What follows belongs to an exercise in optimizing a design on an open flow for small area; a production flow would make more cautious choices. The RTL was checked by simulation tests, not by an equivalence proof against the original design. No activity file was given, so power comes from the tool's default toggle rates.

**flow/design.v**
```verilog
module car_timer_block (
    input  wire        clk,
    input  wire        rst,           
    input  wire        app_mode,      
    input  wire        step_valid,
    input  wire [31:0] step_word,
    input  wire [31:0] step_ext,
    output reg         done,          
    output wire [1:0]  status,        
    output reg  [1:0]  res,           
    output reg  [15:0] val,           
    output wire        refused,       
    output reg  [1:0]  refuse_reason, 
    output reg  [7:0]  pwm_ticks,     
    output reg  [7:0]  delay_ticks,   
    output reg         running,       
    output wire        car_emit,      
    output wire [1:0]  car_cmd,       
    output wire [3:0]  led_emit,      
    output wire [3:0]  led_on         
);
    localparam [4:0] B_FAST   = 5'd0,  B_SLOW   = 5'd1,  B_EXTI   = 5'd2,
                     LOOP     = 5'd3,  S_EXTI_DIS = 5'd4, S_TSTOP = 5'd5,
                     S_CARSTOP= 5'd6,  S_LED    = 5'd7,  S_POLL   = 5'd8,
                     S_RUN    = 5'd9,  S_ZERO   = 5'd10, R_EXTI_EN= 5'd11,
                     R_TSTART = 5'd12, R_SAMPLE = 5'd13, R_DISP_L = 5'd14,
                     R_WRAP   = 5'd15, M_LED    = 5'd16, M_STOPCMD= 5'd17,
                     M_PZERO  = 5'd18, M_FSTART = 5'd19, M_ON     = 5'd20,
                     M_ONCMD  = 5'd21, M_OFF    = 5'd22, M_OFFCMD = 5'd23,
                     M_FSTOP  = 5'd24, M_PEND   = 5'd25, R_DISP_W = 5'd26,
                     R_DISP_M = 5'd27;
    localparam [1:0] K_SHORT = 2'd0, K_LONG = 2'd1, K_ROT = 2'd2, K_STOP = 2'd3;
    localparam [2:0] C_STEP = 3'd0, C_NOTEN = 3'd1, C_REFUSE = 3'd2, C_HALT = 3'd3,
                     C_CARGO = 3'd4, C_CARSTOP = 3'd5, C_LEDS = 3'd6, C_LEDM = 3'd7;
    reg [7:0]  c0, c2, o0, o2;
    reg [15:0] c1, o1;
    reg [1:0]  md0, md1, md2;      
    reg [2:0]  run;                
    reg [2:0]  cb0, cb1, cb2;      
    reg [2:0]  tov, ocf;
    reg        gie;
    reg [2:0]  en, intf;
    reg [2:0]  xcb0, xcb1, xcb2;   
    reg        btn;
    reg [4:0]  spc;
    reg [1:0]  seq_k;
    reg [2:0]  code;
    assign refused  = |refuse_reason;
    assign status   = code[2] ? 2'd0 : code[1:0];
    assign car_emit = (code == C_CARGO) | (code == C_CARSTOP);
    assign car_cmd  = {code == C_CARSTOP, (code == C_CARGO) & (seq_k == K_ROT)};
    wire   ledm     = (code == C_LEDM);
    wire   leds     = (code == C_LEDS);
    assign led_emit = {ledm | leds, ledm, ledm, ledm};
    assign led_on   = {leds | (ledm & seq_k == 2'd3), ledm & (seq_k == 2'd2),
                       ledm & (seq_k == 2'd1), ledm & (seq_k == 2'd0)};
    wire [3:0] U  = step_word[31:28];
    wire [3:0] OP = step_word[27:24];
    wire [3:0] ID = step_word[23:20];
    wire [3:0] A  = step_word[19:16];
    wire [3:0] B  = step_word[15:12];
    wire [3:0] C  = step_word[11:8];
    wire [3:0] H  = step_word[7:4];
    wire       P  = step_word[3];
    wire [1:0] t  = ID[1:0];
    reg wv;
    always @* begin
        case (step_word[31:24])
            8'h10, 8'h20: wv = step_word[2:0] == 3'd0;
            8'h11, 8'h33: wv = step_word[19:8] == 12'd0 && step_word[3:0] == 4'd0;
            8'h12, 8'h22: wv = step_word[15:0] == 16'd0;
            8'h13, 8'h15, 8'h16, 8'h23, 8'h31, 8'h32:
                          wv = step_word[19:0] == 20'd0;
            8'h14, 8'h24: wv = step_word[19:0] == 20'd0 && step_ext[31:16] == 16'd0;
            8'h30:        wv = step_word[15:8] == 8'd0 && step_word[2:0] == 3'd0;
            8'h80, 8'h81: wv = step_word[19:0] == 20'd0 && ID <= 4'd2;
            8'h82:        wv = step_word[23:20] == 4'd0 && step_word[15:0] == 16'd0 && A <= 4'd8;
            8'h83:        wv = step_word[23:17] == 7'd0 && step_word[15:0] == 16'd0;
            8'h84:        wv = step_word[23:0] == 24'd0;
            default:      wv = 1'b0;
        endcase
    end
    wire is_ev   = U[3];
    wire is_exti = U[1] & U[0];
    wire is_tmgr = U[1] & ~U[0];
    wire [2:0] o = OP[2:0];
    wire go      = step_valid & ~refused & wv;
    wire cmd_go  = go & ~is_ev & ~app_mode;
    wire tcmd    = cmd_go & ~is_exti;      
    wire xcmd    = cmd_go & is_exti;       
    wire id_ok   = ID <= 4'd2;
    wire h_null  = H == 4'd0;
    wire init_ok = P & id_ok & (A <= 4'd3) & (A[0] ? (C <= 4'd2) : (B <= 4'd3));
    reg clk_ok;
    always @* begin
        case (A)
            4'd0, 4'd1, 4'd2, 4'd4, 4'd6, 4'd7: clk_ok = 1'b1;
            4'd3, 4'd5:                         clk_ok = (t == 2'd2);
            4'd8, 4'd9:                         clk_ok = (t != 2'd2);
            default:                            clk_ok = 1'b0;
        endcase
    end
    wire edge_ok = A[3:2] == 2'd0 && (A[1] || t != 2'd2);
    reg [1:0] cres;
    reg       c_ok;
    always @* begin
        if (!is_exti) begin
            case (o)
                3'd0: begin
                    c_ok = init_ok;
                    cres = (is_tmgr & ~P) ? 2'd2 : {1'b0, ~init_ok};
                end
                3'd1: begin
                    c_ok = ~h_null & id_ok;
                    cres = h_null ? 2'd2 : {1'b0, ~id_ok};
                end
                3'd2: begin
                    c_ok = id_ok & clk_ok;
                    cres = {1'b0, ~c_ok};
                end
                default: begin
                    c_ok = id_ok;
                    cres = {1'b0, ~id_ok};
                end
            endcase
        end else begin
            case (o[1:0])
                2'd0: begin
                    c_ok = P & ~h_null & id_ok & edge_ok;
                    cres = (~P | h_null) ? 2'd2 : {1'b0, ~c_ok};
                end
                2'd3: begin
                    c_ok = ~h_null & id_ok;
                    cres = h_null ? 2'd2 : {1'b0, ~id_ok};
                end
                default: begin
                    c_ok = id_ok;
                    cres = {1'b0, ~id_ok};
                end
            endcase
        end
    end
    wire tc_ok   = tcmd & c_ok;
    wire xc_ok   = xcmd & c_ok;
    wire [2:0] tsel = {t == 2'd2, t == 2'd1, t == 2'd0};
    wire op_init   = tc_ok & (o == 3'd0);
    wire op_setcb  = tc_ok & ((o == 3'd1) | ((o == 3'd0) & is_tmgr & ~h_null));
    wire op_start  = tc_ok & (o == 3'd2);
    wire op_stop   = tc_ok & (o == 3'd3);
    wire op_setval = tc_ok & (o == 3'd4);
    wire op_reset  = tc_ok & (o == 3'd5);
    wire op_rdcnt  = tc_ok & (o == 3'd6);
    wire op_xcb    = xc_ok & ((o[1:0] == 2'd0) | (o[1:0] == 2'd3));
    wire op_xen    = xc_ok & (o[1:0] == 2'd1);
    wire op_xdis   = xc_ok & (o[1:0] == 2'd2);
    wire [2:0] hcls = {H[3] | H[2], H[1:0]};
    wire [1:0] init_md = {A[1] | A[0], ~A[1] | A[0]};
    wire ev_go   = go & is_ev;
    wire e_tick  = ev_go & (o == 3'd0);
    wire e_trig  = ev_go & (o == 3'd1);
    wire e_irq   = ev_go & (o == 3'd2);
    wire e_btn   = ev_go & (o == 3'd3);
    wire e_main  = ev_go & (o == 3'd4);
    wire [7:0]  old_lo = t[1] ? c2 : (t[0] ? c1[7:0] : c0);
    wire [7:0]  old_hi = t[0] ? c1[15:8] : 8'h00;
    wire [15:0] old    = {old_hi, old_lo};
    wire [15:0] ocr    = {t[0] ? o1[15:8] : 8'h00, t[1] ? o2 : (t[0] ? o1[7:0] : o0)};
    wire [1:0]  tmd    = t[1] ? md2 : (t[0] ? md1 : md0);
    wire        trun   = t[1] ? run[2] : (t[0] ? run[1] : run[0]);
    wire        at_max = (old_lo == 8'hFF) & (~t[0] | (old_hi == 8'hFF));
    wire        at_ocr = (old == ocr);
    wire [15:0] inc    = old + 16'd1;
    wire [15:0] tick_v = (tmd == 2'd2 && at_ocr) ? 16'h0000 : inc;
    wire        tick_ok  = e_tick & trun & (tmd != 2'd3);
    reg       i_flag, i_en;
    reg [2:0] i_cb;
    always @* begin
        case (A)
            4'd0: begin i_flag = intf[0]; i_en = en[0];        i_cb = xcb0; end
            4'd1: begin i_flag = intf[1]; i_en = en[1];        i_cb = xcb1; end
            4'd2: begin i_flag = intf[2]; i_en = en[2];        i_cb = xcb2; end
            4'd3: begin i_flag = tov[0];  i_en = md0 == 2'd1;  i_cb = cb0;  end
            4'd4: begin i_flag = ocf[0];  i_en = md0 == 2'd2;  i_cb = cb0;  end
            4'd5: begin i_flag = tov[1];  i_en = md1 == 2'd1;  i_cb = cb1;  end
            4'd6: begin i_flag = ocf[1];  i_en = md1 == 2'd2;  i_cb = cb1;  end
            4'd7: begin i_flag = tov[2];  i_en = md2 == 2'd1;  i_cb = cb2;  end
            default: begin i_flag = ocf[2]; i_en = md2 == 2'd2; i_cb = cb2; end
        endcase
    end
    wire i_pend  = gie & i_flag & i_en;
    wire i_take  = e_irq & i_pend & ~i_cb[2];
    wire cb_fast = i_take & (i_cb[1:0] == 2'd1);
    wire cb_slow = i_take & (i_cb[1:0] == 2'd2);
    wire cb_abrt = i_take & (i_cb[1:0] == 2'd3);
    wire m_go = e_main & app_mode;
    wire [3:0] duty = (seq_k == K_SHORT) ? 4'd3 : 4'd5;
    wire s_is [0:31];
    genvar gi;
    generate for (gi = 0; gi < 32; gi = gi + 1) begin : g_s
        assign s_is[gi] = m_go & (spc == gi);
    end endgenerate
    reg [4:0] n_spc;
    reg [1:0] n_k;
    always @* begin
        n_spc = LOOP;
        n_k   = seq_k;
        case (spc)
            B_FAST:     n_spc = B_SLOW;
            B_SLOW:     n_spc = B_EXTI;
            B_EXTI:     n_spc = LOOP;
            LOOP:       n_spc = running ? R_EXTI_EN : S_EXTI_DIS;
            S_EXTI_DIS: n_spc = S_TSTOP;
            S_TSTOP:    n_spc = S_CARSTOP;
            S_CARSTOP:  n_spc = S_LED;
            S_LED:      n_spc = S_POLL;
            S_POLL:     n_spc = btn ? S_RUN : LOOP;
            S_RUN:      n_spc = S_ZERO;
            S_ZERO:     n_spc = LOOP;
            R_EXTI_EN:  n_spc = R_TSTART;
            R_TSTART:   n_spc = R_SAMPLE;
            R_SAMPLE: begin
                if (delay_ticks <= 8'd2)       n_spc = R_DISP_L;
                else if (delay_ticks > 8'd18)  n_spc = R_DISP_W;
                else                           n_spc = R_DISP_M;
                if (delay_ticks <= 8'd8)       n_k = K_LONG;
                else if (delay_ticks == 8'd10 || delay_ticks == 8'd17) n_k = K_ROT;
                else if (delay_ticks >= 8'd12 && delay_ticks <= 8'd15) n_k = K_SHORT;
                else                           n_k = K_STOP;
            end
            R_DISP_L:   n_spc = LOOP;
            R_DISP_W:   n_spc = R_WRAP;
            R_DISP_M:   n_spc = M_LED;
            R_WRAP:     n_spc = LOOP;
            M_LED:      n_spc = (seq_k == K_STOP) ? M_STOPCMD : M_PZERO;
            M_STOPCMD:  n_spc = LOOP;
            M_PZERO:    n_spc = M_FSTART;
            M_FSTART:   n_spc = M_ON;
            M_ON:       n_spc = (pwm_ticks < {4'd0, duty}) ? M_ONCMD : M_OFF;
            M_ONCMD:    n_spc = M_ON;
            M_OFF:      n_spc = ({4'd0, duty} <= pwm_ticks && pwm_ticks < 8'd10) ? M_OFFCMD : M_FSTOP;
            M_OFFCMD:   n_spc = M_OFF;
            M_FSTOP:    n_spc = M_PEND;
            M_PEND:     n_spc = LOOP;
            default:    n_spc = LOOP;
        endcase
    end
    wire f_init0 = s_is[B_FAST];
    wire f_init1 = s_is[B_SLOW];
    wire f_cmd   = s_is[B_FAST] | s_is[B_SLOW] | s_is[B_EXTI] | s_is[S_EXTI_DIS] |
                   s_is[S_TSTOP] | s_is[R_EXTI_EN] | s_is[R_TSTART] | s_is[M_FSTART] |
                   s_is[M_FSTOP];
    wire rf_enc = step_valid & ~refused & ~wv;
    wire rf_pwm = e_tick & trun & (tmd == 2'd3);
    wire rf_opq = e_irq & i_pend & i_cb[2];
    reg [2:0] n_code;
    always @* begin
        n_code = C_STEP;
        if (refused)                               n_code = C_HALT;
        else if (rf_enc | rf_pwm | rf_opq)         n_code = C_REFUSE;
        else if ((~is_ev & app_mode) |
                 (e_tick & ~trun) |
                 (e_irq & ~i_pend) |
                 (e_main & ~app_mode))             n_code = C_NOTEN;
        else if (s_is[S_CARSTOP] | s_is[M_STOPCMD] | s_is[M_OFFCMD])
                                                   n_code = C_CARSTOP;
        else if (s_is[M_ONCMD])                    n_code = C_CARGO;
        else if (s_is[S_LED])                      n_code = C_LEDS;
        else if (s_is[M_LED])                      n_code = C_LEDM;
    end
    always @(posedge clk) begin
        if (rst) begin
            c0 <= 8'd0; c1 <= 16'd0; c2 <= 8'd0;
            o0 <= 8'd0; o1 <= 16'd0; o2 <= 8'd0;
            md0 <= 2'd0; md1 <= 2'd0; md2 <= 2'd0;
            run <= 3'd0;
            cb0 <= 3'd0; cb1 <= 3'd0; cb2 <= 3'd0;
            tov <= 3'd0; ocf <= 3'd0;
            gie <= 1'b0;
            en <= 3'd0; intf <= 3'd0;
            xcb0 <= 3'd0; xcb1 <= 3'd0; xcb2 <= 3'd0;
            btn <= 1'b0;
            spc <= B_FAST;
            pwm_ticks <= 8'd0; delay_ticks <= 8'd0;
            running <= 1'b0;
            res <= 2'd0;
            val <= 16'd0;
            refuse_reason <= 2'd0;
            done <= 1'b0;
            code <= 3'd0;
        end else begin
            done <= step_valid;
            code <= step_valid ? n_code : 3'd0;
            if ((op_init | op_setval) & tsel[0])  c0 <= step_ext[7:0];
            else if (op_reset & tsel[0])          c0 <= 8'd0;
            else if (tick_ok & tsel[0])           c0 <= tick_v[7:0];
            else if (f_init0 | cb_fast)           c0 <= 8'd6;
            if (op_init & tsel[0])                o0 <= step_ext[23:16];
            else if ((op_reset & tsel[0]) | f_init0) o0 <= 8'd0;
            if (op_init & tsel[0])                md0 <= init_md;
            else if (op_reset & tsel[0])          md0 <= 2'd0;
            else if (f_init0)                     md0 <= 2'd1;
            if ((op_init | op_setval) & tsel[1])  c1 <= step_ext[15:0];
            else if (op_reset & tsel[1])          c1 <= 16'd0;
            else if (tick_ok & tsel[1])           c1 <= tick_v;
            else if (f_init1 | cb_slow)           c1 <= 16'hF0BE;
            if (op_init & tsel[1])                o1 <= step_ext[31:16];
            else if ((op_reset & tsel[1]) | f_init1) o1 <= 16'd0;
            if (op_init & tsel[1])                md1 <= init_md;
            else if (op_reset & tsel[1])          md1 <= 2'd0;
            else if (f_init1)                     md1 <= 2'd1;
            if ((op_init | op_setval) & tsel[2])  c2 <= step_ext[7:0];
            else if (op_reset & tsel[2])          c2 <= 8'd0;
            else if (tick_ok & tsel[2])           c2 <= tick_v[7:0];
            if (op_init & tsel[2])                o2 <= step_ext[23:16];
            else if (op_reset & tsel[2])          o2 <= 8'd0;
            if (op_init & tsel[2])                md2 <= init_md;
            else if (op_reset & tsel[2])          md2 <= 2'd0;
            if (op_start)                        run[t] <= A != 4'd0;
            else if (op_stop | op_init | op_reset) run[t] <= 1'b0;
            if (f_init0 | s_is[M_FSTOP])         run[0] <= 1'b0;
            if (s_is[M_FSTART])                  run[0] <= 1'b1;
            if (f_init1 | s_is[S_TSTOP])         run[1] <= 1'b0;
            if (s_is[R_TSTART])                  run[1] <= 1'b1;
            if (op_start | s_is[M_FSTART] | s_is[R_TSTART]) gie <= 1'b1;
            if (op_init | op_reset) begin
                tov[t] <= 1'b0;
                ocf[t] <= 1'b0;
            end
            if (f_init0) begin tov[0] <= 1'b0; ocf[0] <= 1'b0; end
            if (f_init1) begin tov[1] <= 1'b0; ocf[1] <= 1'b0; end
            if (tick_ok) begin
                if (at_max) tov[t] <= 1'b1;
                if (at_ocr) ocf[t] <= 1'b1;
            end
            if (i_take) begin
                case (A)
                    4'd0: intf[0] <= 1'b0;
                    4'd1: intf[1] <= 1'b0;
                    4'd2: intf[2] <= 1'b0;
                    4'd3: tov[0]  <= 1'b0;
                    4'd4: ocf[0]  <= 1'b0;
                    4'd5: tov[1]  <= 1'b0;
                    4'd6: ocf[1]  <= 1'b0;
                    4'd7: tov[2]  <= 1'b0;
                    default: ocf[2] <= 1'b0;
                endcase
            end
            if (e_trig) intf[t] <= 1'b1;
            if (op_setcb) begin
                case (t)
                    2'd0: cb0 <= hcls;
                    2'd1: cb1 <= hcls;
                    default: cb2 <= hcls;
                endcase
            end
            if (f_init0) cb0 <= 3'd1;
            if (f_init1) cb1 <= 3'd2;
            if (op_xcb) begin
                case (t)
                    2'd0: xcb0 <= hcls;
                    2'd1: xcb1 <= hcls;
                    default: xcb2 <= hcls;
                endcase
            end
            if (s_is[B_EXTI]) xcb0 <= 3'd3;
            if (op_xen)  en[t] <= 1'b1;
            if (op_xdis) en[t] <= 1'b0;
            if (s_is[S_EXTI_DIS]) en[0] <= 1'b0;
            if (s_is[R_EXTI_EN])  en[0] <= 1'b1;
            if (e_btn) btn <= A[0];
            if (cmd_go)      res <= cres;
            else if (f_cmd)  res <= 2'd0;
            if (op_rdcnt)    val <= old;
            if (cb_fast)                          pwm_ticks <= pwm_ticks + 8'd1;
            else if (cb_abrt | s_is[M_PZERO] | s_is[M_PEND]) pwm_ticks <= 8'd0;
            if (cb_slow)                          delay_ticks <= delay_ticks + 8'd1;
            else if (cb_abrt | s_is[S_ZERO])      delay_ticks <= 8'd0;
            else if (s_is[R_WRAP])                delay_ticks <= 8'd2;
            if (cb_abrt)                          running <= 1'b0;
            else if (s_is[S_RUN])                 running <= 1'b1;
            if (m_go) begin
                spc   <= n_spc;
                seq_k <= n_k;
            end
            if (rf_enc)      refuse_reason <= 2'd1;
            else if (rf_pwm) refuse_reason <= 2'd2;
            else if (rf_opq) refuse_reason <= 2'd3;
        end
    end
endmodule
```
**flow/run.sh**
```bash
#!/bin/bash
# synth_recipe.tcl (not shown) runs the flow's synth.tcl, then flattens the netlist and writes it again
# the make line also repeats each setting of config.mk as NAME=value (left out here)
make -C /OpenROAD-flow-scripts/flow DESIGN_CONFIG=/design/flow/config.mk WORK_HOME=/design/flow/orfs CLKGATE_MAP_FILE= SYNTH_SCRIPT=/design/flow/synth_recipe.tcl finish
```
**flow/config.mk**
```make
export PLATFORM = sky130hd
export DESIGN_NAME = car_timer_block
export DESIGN_NICKNAME = car_timer_block
export VERILOG_FILES = /design/flow/design.v
export SDC_FILE = /design/flow/constraint.sdc
export NUM_CORES = 4
export LEC_CHECK = 0
export CAP_MARGIN = 20
export CORE_MARGIN = 2
export CORE_UTILIZATION = 40
export SLEW_MARGIN = 20
```
**flow/constraint.sdc**
```tcl
create_clock -name core_clock -period 10.0 [get_ports {clk}]
set_input_delay 2.0000 -clock core_clock [delete_from_list [all_inputs] [get_ports {clk}]]
set_output_delay 2.0000 -clock core_clock [all_outputs]
set_load 0.01 [all_outputs]
```
==> notes.md <==
worst paths after layout:
check	cells after the start	startpoint	slack [ns]	end
max reg2reg	8	c1[3]$_SDFFE_PP0P_	6.81	c1[15]$_SDFFE_PP0P_
min reg2reg	2	val[13]$_SDFFE_PP0P_	0.45	val[13]$_SDFFE_PP0P_
max	11	step_word[21]	3.84	o1[3]$_SDFFE_PP0P_
min	2	val[13]$_SDFFE_PP0P_	0.45	val[13]$_SDFFE_PP0P_
cell families (layout without fill, tap and decap cells):
group	after synthesis	after routing	share of synthesized area
flops	153	153	0.3156
xor+xnor	32	32	0.02869
compound gates	333	333	0.2373
buf+inv	128	200	0.05635
simple gates	521	521	0.2801
fa+ha+maj	17	17	0.02177
mux	54	54	0.06019
critical path: stages:
cell             delay, ns
clkdlybuf4s50_1       0.39
buf_4                 0.23
inv_2                 0.24
ha_1                  0.82
a32oi_1               0.21
o211a_1               0.29
o211a_4               0.29
a211oi_4              0.70
and3_1                0.43
nor3b_4               0.68
a22o_1                0.22
per-stage QoR:
stage	util	area, sq um	hold slack (ns)	power (mW)	setup slack [ns]
6_report	0.4840	11700	0.4484	1.449	3.836
5_1_grt	0.4840	11700	0.4708	1.489	3.550
4_1_cts	0.4832	11680	0.4534	1.459	3.922
3_5_place_dp	0.4564	11030	0.4458	0.7459	3.455
3_3_place_gp	0.4563	11030	0.4386	0.7460	3.544
2_1_floorplan	-	9769	0.4269	0.6870	4.726
layout make-up:
class                           count  area share
Timing Repair Buffer              130      0.1080
Sequential cell                   153      0.2634
Inverter                           38     0.01219
Tap cell                          324     0.03464
Clock inverter                     14     0.01786
Multi-Input combinational cell    957      0.5264
Clock buffer                       18     0.03753
power by group through the flow:
stage / Clock, mW / Combinational, mW / Sequential, mW
after detailed placement: 0 / 0.120 / 0.626
after global placement: 0 / 0.120 / 0.626
after CTS: 0.727 / 0.121 / 0.612
after floorplan: 0 / 0.0612 / 0.626
final: 0.714 / 0.122 / 0.612
after global routing: 0.747 / 0.130 / 0.612
routing by layer:
metal,part of all wire,vias to the layer above
met4,0.030,0
met1,0.44,4662
li1,-,4665
met5,0,-
met2,0.46,428
met3,0.063,65
cells in the final DEF, fill, tap and decap left out, types with 22 or more instances in the layout:
master           Yosys  routed
clkdlybuf4s50_1      0     117
nand2_1            153     153
nand3_1             71      71
dfxtp_1            151     151
inv_1               37      37
nor2_1              88      88
nand3b_1            22      22
mux2i_1             43      43
o21ai_0             61      61
a22o_1              29      29
a31oi_1             27      27
nand4_1             22      22
a21oi_1             83      83
nor3_1              22      22
sequential cells by signal, indices dropped and copies added (netlist names), 5 cells and up, named ones only:
register,cells
c1,16
c2,8
spc,5
delay_ticks,8
o0,8
val,16
c0,8
pwm_ticks,8
o1,16
o2,8
==> notes.md <==
Status
The flow ran to the end and the layout has no timing, DRC or antenna violations.

Synthesis
Summed over all instances, the cell type with the most area after synthesis is dfxtp_1. The per-instance average area after synthesis is 7.891 sq um. After synthesis, the cell types taking the most area are dfxtp_1, nand2_1, mux2i_1.

The predominant post-synthesis flop cell is dfxtp_1. Counting every instance in the synthesized netlist gives 1238. The number of flops mapped to enable cells by yosys is 2.

The mapped netlist covers 0.009769 sq mm. The number of nets produced by synthesis is 1323. For this run, the number of Yosys warnings is 1. Counting flops with an async set or reset pin after synthesis yields a share of 0. After synthesis the netlist holds a flip-flop and latch count of between 150 and 200.

The portion of the post-synthesis area used by sequential elements is 0.3156. The number of distinct library cells after synthesis is 91. Of the post-synthesis cell area, the dominant cell type holds 0.3094.

Counting instances in the post-synthesis netlist gives the leading cell types as nand2_1, dfxtp_1, nor2_1. The most numerous cell in the Yosys netlist is nand2_1.

Timing
Subtracting the final worst setup slack from the clock period gives between 6 and 7 ns. The top achievable clock speed is around 0.16 GHz. The worst pin sits at a relative slew slack of 0.3074. The final setup violation count is 0. Setup repair after global routing left no endpoint under its margin. The max-slew violation count came to 0. Summed over all failing endpoints, the final setup total negative slack is 0 ns.

In the finished design, the share of the clock period the worst path needs comes to 0.6164. At the pin with the least slew margin, the transition time is 1.034 ns. The final clock skew is 0.01472 ns. The final hold violation count is 0.

Clock network
The tree is rooted in a clkbuf_16. Buffers inserted to repair hold after CTS numbered 0. Clock-pin slew was measured on the worst setup and hold paths at about 0.070 ns. At the later pin of the worst-skew pair, clock insertion delay measures 0.45 ns. TritonCTS built the clock tree. Once the clock tree was built, the resizer swapped 0 gates to a different size. The TritonCTS sink count is 153. The maximum clock path buffer count is 2.

The H-tree level count is 4. Buffers added to address setup during post-CTS repair amount to 0. The TritonCTS buffer count is 17.

Layout
For this run, the number of standard cells in the final layout without fillers is 1634. The multi-input combinational cell area is 0.006160 sq mm. The storage element area is around 0.0031 sq mm.

The total number of nets in the final design is 1382. The proportion of layout cells with a drive suffix above 1 is 0.06947. The number of antenna diodes is 0. The area overhead of the layout relative to synthesis is 19.79%. The number of filler cells placed in the layout is 2399.

Placement
Routability-driven placement finished with a final weighted congestion of 0.9713. The detailed placement HPWL is 23800 microns. The number of placed instances, taps included is 1601. The count of input and output buffers is 119.

Route
The detailed router finished its first iteration with 1098 violations. The detail-routed net length per standard cell is 20.36 microns. The final route contains 9820 vias. The ratio of routed vias to standard cells is 6.010. The final wirelength is 33270 microns. The count of nets left with antenna violations once routing finished came out at 0. Before antenna repair, the detailed router went through 6 iterations. The remaining design rule violation count is 0.

Critical path
The worst setup path is of the in -> reg kind. The biggest fanout along the worst timing path is 32. The worst setup path is captured at a register. The data required time at the worst endpoint is 10.39 ns. The arrival time at the worst endpoint is between 6 and 7 ns. The type of origin of the critical path is an input port.

Global route
The total track usage is 0.2535. Entering global routing, the biggest net connects slightly above 60 pins. In the global route stage, met3 resource usage came out at 0.03455. The wire length of the first global-routing pass is 51980 microns. The initial antenna violation count was 0. After global routing, the most crowded layer is met2.

The via count of the first global-routing pass is 9231. The overall overflow remaining after global route is 0. The global-route track usage on met1 is 0.3485. In the global route stage, met2 resource usage came out at 0.4024.

Pwr
The power per cell area is 123.8 mW/mm^2. The share of total power dissipated in combinational logic is 0.085. The part of the power in the clock network is 0.493. The reported leakage power is 3.938 nW. Summed over all nets, the switching power comes to 380.4 uW. Of the total power, registers draw 0.422.

Cell internal power was estimated by the tool at between 1 and 1.5 mW. IR analysis of the VDD net gives a maximum drop of 0.09736 mV. Of the total power, the share spent switching nets is 0.2626.

Floorplanning
The floorplan step set the die width to 160.3 microns. Measured along the y axis, the die boundary spans 160.3 microns. The floorplan core area is 0.02418 sq mm. The number of cell rows is 57.

The floorplan step defined a die boundary enclosing 0.02569 sq mm. The I/O pin count is 120. The starting utilization of the core area is 0.4041.

Job
The max-cap check violation count is 0.

Worst hold path
The classification of the worst-slack hold path is reg -> reg.

==> afterwards: timing with drivers on the ports <==
No port has a modelled driver above. Below, the same layout with a new extraction and two added sets of constraints.
Step 1 (the two cells are an assumption about what drives the block):
set clk [get_ports {clk}]
set_driving_cell -lib_cell sky130_fd_sc_hd__clkbuf_16 $clk
set_driving_cell -lib_cell sky130_fd_sc_hd__buf_2 [delete_from_list [all_inputs] $clk]
Step 2 also shifts input and output timing later by t, the mid clock arrival at the registers, as if the neighbouring blocks saw the same clock.
a / b / c = ideal / step 1 / step 2; a / b = the first two.
shift t [ns]: 0.488
setup slack, ns: 3.836 / 3.864 / 3.375
latest minus earliest clock arrival (ns): 0.014 / 0.015
After both steps this run still meets setup and hold. The setup slack of this run moves by +0.028 ns with the drivers and by -0.461 ns with both steps.
